Background: an optimization exercise with open tools, aiming at small area, a short achievable clock period and few clock cycles per item. Do not read the settings as production practice. Where RTL was checked, it was by simulation tests only, not by an equivalence proof against the original. Power is estimated from default activity; no workload was simulated.

== rev 12 ==
Design bitpack_enc, start of the top module:
module bitpack_enc (
    input  wire       clk,
    input  wire       rst,
    input  wire       in_valid,
    input  wire [7:0] in_data,
    input  wire       in_eos,
    output wire       in_ready,
    output wire       out_valid,
    output wire [7:0] out_data,
    output wire       out_eos,
    input  wire       out_ready
);
Size: about 2700 cells after synthesis, ~410 flip-flops.
clock: 13.0 ns
lec_check: 0
cap_margin: 20
core_margin: 2
core_utilization: 65
place_density: 0.85
slew_margin: 20
standard.sh (not shown) runs the stock make flow with config.mk's settings and CLKGATE_MAP_FILE= SYNTH_SCRIPT=/design/flow/synth_recipe.tcl, a recipe that flattens the netlist after the stock synthesis.
==> flow/flow/run.sh <==
#!/bin/bash
# Standard layout (the standard.sh: standard synthesis and ORFS steps),
# with timing repair aiming for extra setup slack. Full make output goes to
# flow.log in this folder; ORFS writes each step's log under orfs/logs.
set -euo pipefail
bash standard.sh SETUP_SLACK_MARGIN=8 finish > flow.log 2>&1
Testbench counts of rev 12, summed over its fixed seeds: cycles 34,920, items 31,210.
[inputs] rev 13 vs rev 12
==> flow/run.sh (new file) <==
#!/bin/bash
# synth_recipe.tcl (not shown) runs the flow's synth.tcl, then flattens the netlist and writes it again
# the make line also repeats each setting of config.mk as NAME=value (left out here)
make -C /OpenROAD-flow-scripts/flow DESIGN_CONFIG=/design/flow/config.mk WORK_HOME=/design/flow/orfs CLKGATE_MAP_FILE= SYNTH_SCRIPT=/design/flow/synth_recipe.tcl finish
removed: flow/flow/run.sh
removed: flow/standard.sh
Findings:
Wire length on met2 ends up higher on rev 12.
Rev 13 finished end to end and its layout was clean on timing, DRC and antenna.
Tightest hold margin delta (rev 13 -> rev 12): insignificant
Rev 12 → rev 13: global-route met3 utilization increased 1.2 points; met3 layer wire length in the routed design went down 9.2%.
Diff rev 13 and rev 12: final clock period utilization by the worst path higher in rev 12
The via count reported for rev 13 is smaller than that of rev 12 by about 1%.
Post-layout minimum cycle time (lower): rev 13
Post-layout worst setup margin: rev 13 and rev 12 compared, higher one is rev 13

== wip/fjord ==
Starting RTL as in the previous note.
// bitpack_enc
module bitpack_enc (
    input  wire       clk,
    input  wire       rst,
    input  wire       in_valid,
    input  wire [7:0] in_data,
    input  wire       in_eos,
    output wire       in_ready,
    output wire       out_valid,
    output wire [7:0] out_data,
    output wire       out_eos,
    input  wire       out_ready
);
export LEC_CHECK = 0
export CAP_MARGIN = 20
export CORE_MARGIN = 2
export CORE_UTILIZATION = 55
export PLACE_DENSITY = 0.8
export SLEW_MARGIN = 20
create_clock -name core_clock -period 13.0 [get_ports {clk}]
==> flow/flow/run.sh <==
#!/bin/bash
# Standard layout (the standard.sh: standard synthesis and ORFS steps),
# with timing repair aiming for extra setup slack. Full make output goes to
# flow.log in this folder; ORFS writes each step's log under orfs/logs.
set -euo pipefail
bash standard.sh SETUP_SLACK_MARGIN=9.6 finish > flow.log 2>&1
Testbench counts of wip/fjord, summed over its fixed seeds: cycles 34,920, items 31,210.
#### Input delta (wip/sierra over wip/fjord)
--- a/flow/flow/run.sh
+++ b/flow/flow/run.sh
@@ -5,2 +5,2 @@
 set -euo pipefail
-bash standard.sh SETUP_SLACK_MARGIN=9.6 finish > flow.log 2>&1
+bash standard.sh SETUP_SLACK_MARGIN=9 finish > flow.log 2>&1
### Flow results
Side by side, synthesis-to-layout area growth turned out lower in wip/sierra than in wip/fjord. Worst setup slack after layout delta (wip/sierra − wip/fjord): unfavourable. Higher final instance area goes to wip/fjord over wip/sierra. Power attributed to the clock group delta (wip/sierra -> wip/fjord): insignificant. Sequential share of layout area ended up 2.9 points higher on wip/sierra than on wip/fjord. Measured against wip/sierra, the total power density per cell area of wip/fjord comes out at 0.918 times the reference value. From wip/fjord to wip/sierra the numbers moved as follows: number of filler instances in the final layout has increased, total length of routed met3 wires now smaller, delay of the slowest critical-path stage shrank by 50 ps, starting density of the core neither gained nor lost much. | area taken by flip-flops and latches | wip/sierra vs wip/fjord | ≈ equal |.

The RTL this note starts from:
==> flow/design.v <==
module enc_blockizer (
    input  wire       clk,
    input  wire       rst,
    input  wire       in_valid,
    input  wire [7:0] in_data,
    input  wire       in_eos,
    output wire       in_ready,
    output wire       s0_valid,
    output wire [7:0] s0_data,
    output reg        s0_first,    
    output reg  [2:0] blk_m,       
    output reg  [4:0] blk_lm1,     
    input  wire       s0_fits,     
    output reg        all_done     
);
    localparam N = 35;
    reg [7:0]   f [0:N-1];
    reg [N-1:0] v;
    reg [4:0]   rem;       
    reg         rv;        
    reg [4:0]   r [0:7];   
    reg         eos_seen;
    assign s0_valid = v[0];
    assign s0_data  = f[0];
    assign in_ready = !v[N-1];
    reg [31:1] e [0:7];
    reg [4:0]  ra [0:7];
    integer t, j;
    always @(*) begin
        for (j = 1; j < 32; j = j + 1) begin
            e[0][j] = v[j + 2];
            for (t = 1; t < 8; t = t + 1)
                e[t][j] = e[t - 1][j] & ~(f[j + 1][8 - t] ^ f[j + 2][8 - t]);
        end
        for (t = 0; t < 8; t = t + 1) begin
            ra[t] = 5'd31;
            for (j = 31; j >= 1; j = j - 1)
                if (!e[t][j]) ra[t] = j - 1;
        end
    end
    function gt8;                
        input [7:0] x;
        input [7:0] y;
        integer i;
        begin
            gt8 = 1'b0;
            for (i = 0; i < 8; i = i + 1)
                gt8 = (x[i] & ~y[i]) | (~(x[i] ^ y[i]) & gt8);
        end
    endfunction
    function [7:0] mulc;         
        input [2:0] c;
        input [4:0] x;
        integer i;
        begin
            mulc = 8'd0;
            for (i = 0; i < 32; i = i + 1)
                if (x == i) mulc = c * i;
        end
    endfunction
    function decl_small;         
        input [2:0] c;
        input [2:0] x;
        input [2:0] bb;
        integer i, q;
        begin
            decl_small = 1'b0;
            for (i = 1; i < 7; i = i + 1)
                for (q = 0; q < 7; q = q + 1)
                    if (x == i && bb == q)
                        decl_small = (q * (i + 1) < c * i);
        end
    endfunction
    reg [6:1] ne;
    reg [7:1] nz, dec;
    reg [7:0] sc [1:7];
    reg [2:0] b  [1:7];
    integer a, u;
    always @(*) begin
        for (a = 1; a < 7; a = a + 1)
            ne[a] = (r[a + 1] != r[a]);
        for (a = 1; a < 8; a = a + 1)
            nz[a] = (r[a] != r[0]);
        for (a = 1; a < 8; a = a + 1) begin
            b[a] = 3'd0;
            for (u = 1; u < a; u = u + 1)
                if (ne[u]) b[a] = u;
            sc[a]  = mulc(a, r[a]);
            dec[a] = ((a == 7) || ne[a]) && nz[a] && (r[a] != 5'd0) &&
                     ((r[a][4:3] != 2'd0) || (r[a][2:0] == 3'd7) ||
                      decl_small(a, r[a][2:0], b[a]));
        end
    end
    reg [7:1] win;
    reg [4:0] res_lm1;
    reg [2:0] res_m;
    reg [2:0] fm;
    always @(*) begin
        for (a = 1; a < 8; a = a + 1) begin
            win[a] = dec[a];
            for (u = 1; u < 8; u = u + 1) begin
                if (u > a && dec[u] && !gt8(sc[a], sc[u])) win[a] = 1'b0;
                if (u < a && dec[u] &&  gt8(sc[u], sc[a])) win[a] = 1'b0;
            end
        end
        fm = 3'd0;
        for (a = 1; a < 8; a = a + 1)
            if (!nz[a]) fm = a;
        if (dec != 7'd0) begin
            res_lm1 = 5'd0;
            res_m   = 3'd0;
            for (a = 1; a < 8; a = a + 1)
                if (win[a]) begin
                    res_lm1 = res_lm1 | r[a];
                    res_m   = res_m | a;
                end
        end else begin
            res_lm1 = r[0];
            res_m   = (r[0] == 5'd0) ? 3'd0 : fm;
        end
    end
    wire remnz   = (rem != 5'd0);
    wire rem_ge2 = (rem[4:1] != 4'd0);
    wire rem_eq1 = (rem == 5'd1);
    wire r0nz    = (r[0] != 5'd0);
    wire s0_free = !v[0] || s0_fits;
    wire capture = rv && s0_free;
    wire take1   = v[1] && s0_free && (remnz || rv);
    wire dec2     = v[1] ? rem_ge2 : remnz;
    wire compact2 = &(~v[N-1:3] | v[N-2:2]);
    wire win2_ok  = (&v[33:2]) || (eos_seen && compact2 && v[2]);
    reg [N-1:1] mv;
    reg         hole;
    integer k;
    always @(*) begin
        mv[1] = take1;
        mv[2] = v[2] && (v[1] ? (s0_free && (rv ? win2_ok : (rem_ge2 || (rem_eq1 && win2_ok))))
                              : (remnz || win2_ok));
        hole  = !v[2];
        for (k = 3; k < N; k = k + 1) begin
            mv[k] = v[k] && (mv[2] || hole);
            hole  = hole || !v[k];
        end
    end
    wire arm = mv[2] && !dec2;
    wire in_acc  = in_valid && !v[N-1];
    wire free_n2 = !v[N-2] || mv[N-2];
    wire to_n2   = in_acc && free_n2;
    always @(posedge clk) begin
        if (mv[1]) f[0] <= rv ? f[1] : (f[1] << blk_m);
        for (k = 1; k < N - 2; k = k + 1)
            if (mv[k + 1]) f[k] <= f[k + 1];
        if (mv[N-1])    f[N-2] <= f[N-1];
        else if (to_n2) f[N-2] <= in_data;
        if (in_acc && !free_n2) f[N-1] <= in_data;
        if (capture) begin
            blk_m   <= res_m;
            blk_lm1 <= res_lm1;
        end
        if (take1)
            s0_first <= rv;
        if (arm)
            for (t = 0; t < 8; t = t + 1)
                r[t] <= ra[t];
    end
    always @(posedge clk) begin
        if (rst) begin
            v        <= {N{1'b0}};
            rem      <= 5'd0;
            rv       <= 1'b0;
            eos_seen <= 1'b0;
            all_done <= 1'b0;
        end else begin
            v[0] <= take1 || (v[0] && !s0_fits);
            for (k = 1; k < N - 2; k = k + 1)
                v[k] <= mv[k + 1] || (v[k] && !mv[k]);
            v[N-2] <= mv[N-1] || to_n2 || (v[N-2] && !mv[N-2]);
            v[N-1] <= (in_acc && !free_n2) || (v[N-1] && !mv[N-1]);
            if (capture)
                rem <= res_lm1;
            else if (take1)
                rem <= rem - 5'd1;
            rv <= (rv && !capture) || (arm && !(capture && r0nz));
            if (in_eos)
                eos_seen <= 1'b1;
            all_done <= eos_seen && (v == {N{1'b0}});
        end
    end
endmodule
module enc_packer (
    input  wire       clk,
    input  wire       rst,
    input  wire       s0_valid,
    input  wire [7:0] s0_data,
    input  wire       s0_first,
    input  wire [2:0] blk_m,
    input  wire [4:0] blk_lm1,
    output wire       s0_fits,
    input  wire       all_done,
    output reg        out_valid,
    output reg  [7:0] out_data,
    output reg        out_eos,
    input  wire       out_ready
);
    reg [31:0] acc;     
    reg [5:0]  cnt;     
    reg        le16;    
    reg        le24;    
    function [1:0] room;    
        input [5:0] c;
        begin
            room = {!c[5] && (!c[4] || c[3:0] == 4'd0),
                    !c[5] && (!c[4] || !c[3] || c[2:0] == 3'd0)};
        end
    endfunction
    assign s0_fits = s0_first ? le16 : le24;
    wire take = s0_valid && s0_fits;
    wire        ge8   = cnt[5:3] != 3'd0;
    wire [4:0]  w     = s0_first ? 5'd16 : (5'd8 - {2'd0, blk_m});
    wire [15:0] pushl = s0_first ? {blk_m, blk_lm1, s0_data} : {s0_data, 8'd0};
    wire [47:0] sh    = {pushl, 32'd0} >> cnt;
    wire [31:0] comb  = acc | (take ? sh[47:16] : 32'd0);
    wire [5:0]  cc    = cnt + (take ? {1'b0, w} : 6'd0);
    wire [5:0]  cce   = ge8 ? cc - 6'd8 : 6'd0;
    wire out_free = !out_valid || out_ready;
    wire emit     = out_free && (ge8 || (all_done && cnt != 6'd0));
    always @(posedge clk) begin
        if (rst) begin
            acc       <= 32'd0;
            cnt       <= 6'd0;
            le16      <= 1'b1;
            le24      <= 1'b1;
            out_valid <= 1'b0;
            out_eos   <= 1'b0;
        end else begin
            if (emit) begin
                acc          <= {comb[23:0], 8'd0};
                cnt          <= cce;
                {le16, le24} <= room(cce);
            end else begin
                acc          <= comb;
                cnt          <= cc;
                {le16, le24} <= room(cc);
            end
            out_valid <= emit || (out_valid && !out_ready);
            out_eos   <= all_done && cnt == 6'd0 && !out_valid;
        end
    end
    always @(posedge clk)
        if (emit)
            out_data <= acc[31:24];
endmodule
module bitpack_enc (
    input  wire       clk,
    input  wire       rst,
    input  wire       in_valid,
    input  wire [7:0] in_data,
    input  wire       in_eos,
    output wire       in_ready,
    output wire       out_valid,
    output wire [7:0] out_data,
    output wire       out_eos,
    input  wire       out_ready
);
    wire       s0_valid;
    wire [7:0] s0_data;
    wire       s0_first;
    wire [2:0] blk_m;
    wire [4:0] blk_lm1;
    wire       s0_fits;
    wire       all_done;
    enc_blockizer u_blk (
        .clk(clk), .rst(rst),
        .in_valid(in_valid), .in_data(in_data), .in_eos(in_eos), .in_ready(in_ready),
        .s0_valid(s0_valid), .s0_data(s0_data), .s0_first(s0_first),
        .blk_m(blk_m), .blk_lm1(blk_lm1), .s0_fits(s0_fits), .all_done(all_done)
    );
    enc_packer u_pack (
        .clk(clk), .rst(rst),
        .s0_valid(s0_valid), .s0_data(s0_data), .s0_first(s0_first),
        .blk_m(blk_m), .blk_lm1(blk_lm1), .s0_fits(s0_fits), .all_done(all_done),
        .out_valid(out_valid), .out_data(out_data), .out_eos(out_eos), .out_ready(out_ready)
    );
endmodule
export LEC_CHECK = 0
export CAP_MARGIN = 60
export CORE_MARGIN = 2
export CORE_UTILIZATION = 65
export PLACE_DENSITY = 0.85
export SLEW_MARGIN = 80
create_clock -name core_clock -period 13.0 [get_ports {clk}]
run.sh (not shown) runs the stock make flow with config.mk's settings and CLKGATE_MAP_FILE= SYNTH_SCRIPT=/design/flow/synth_recipe.tcl, a recipe that flattens the netlist after the stock synthesis.
Stock flow here: none of the scripts above is used.
The first run finished clean.
Change:
Settings changed: CAP_MARGIN 60 to 20, SLEW_MARGIN 80 to 20.
What happened:
- via count goes down by 13%
- sequential cell count does not change
- die area stays the same
- sequential power stays flat
- clock skew goes up by 0.017 ns
- clock-buffer cell count goes up by 1
- synthesized area is unchanged
Function was not checked in any run of this note: the RTL went through the layout flow alone.

-- afterwards: timing with drivers on the ports --
How much do the figures lean on ideal ports? The routed layouts below were timed once more, with nothing changed but the port constraints. Step 1 sets driving cells, clkbuf_16 on the clock port and buf_2 on the other inputs (assumed; they add their load-dependent delay and slew). Step 2 moves the port delays by t, midway between the first and last clock arrival at a register: inputs arrive t later, outputs are due t later. That takes back most of the time a late clock gives input paths. a / b / c = ideal / step 1 / step 2; a / b = the first two.
run	shift t [ns]	slack for setup (ns)	hold slack, ns	worst setup path at the end
rev 12	0.632	8.541 / 8.541 / 8.541	0.417 / 0.417 / 0.417	register to register
rev 13	0.640	8.598 / 8.598 / 8.598	0.418 / 0.418 / 0.418	register to register
wip/fjord	0.632	9.285 / 9.231 / 9.064	0.419 / 0.419 / 0.419	input to register
wip/sierra	0.639	9.012 / 8.957 / 8.637	0.418 / 0.418 / 0.418	input to register
the first run of note 3	0.636	7.213 / 7.213 / 7.213	0.417 / 0.417 / 0.417	register to register
the second run of note 3	0.635	8.142 / 8.142 / 8.069	0.417 / 0.417 / 0.417	input to register
After both steps setup and hold are still met in every run listed. For wip/sierra, which loses most, drivers alone change the setup slack by -0.055 ns; drivers and shift together by -0.375 ns.
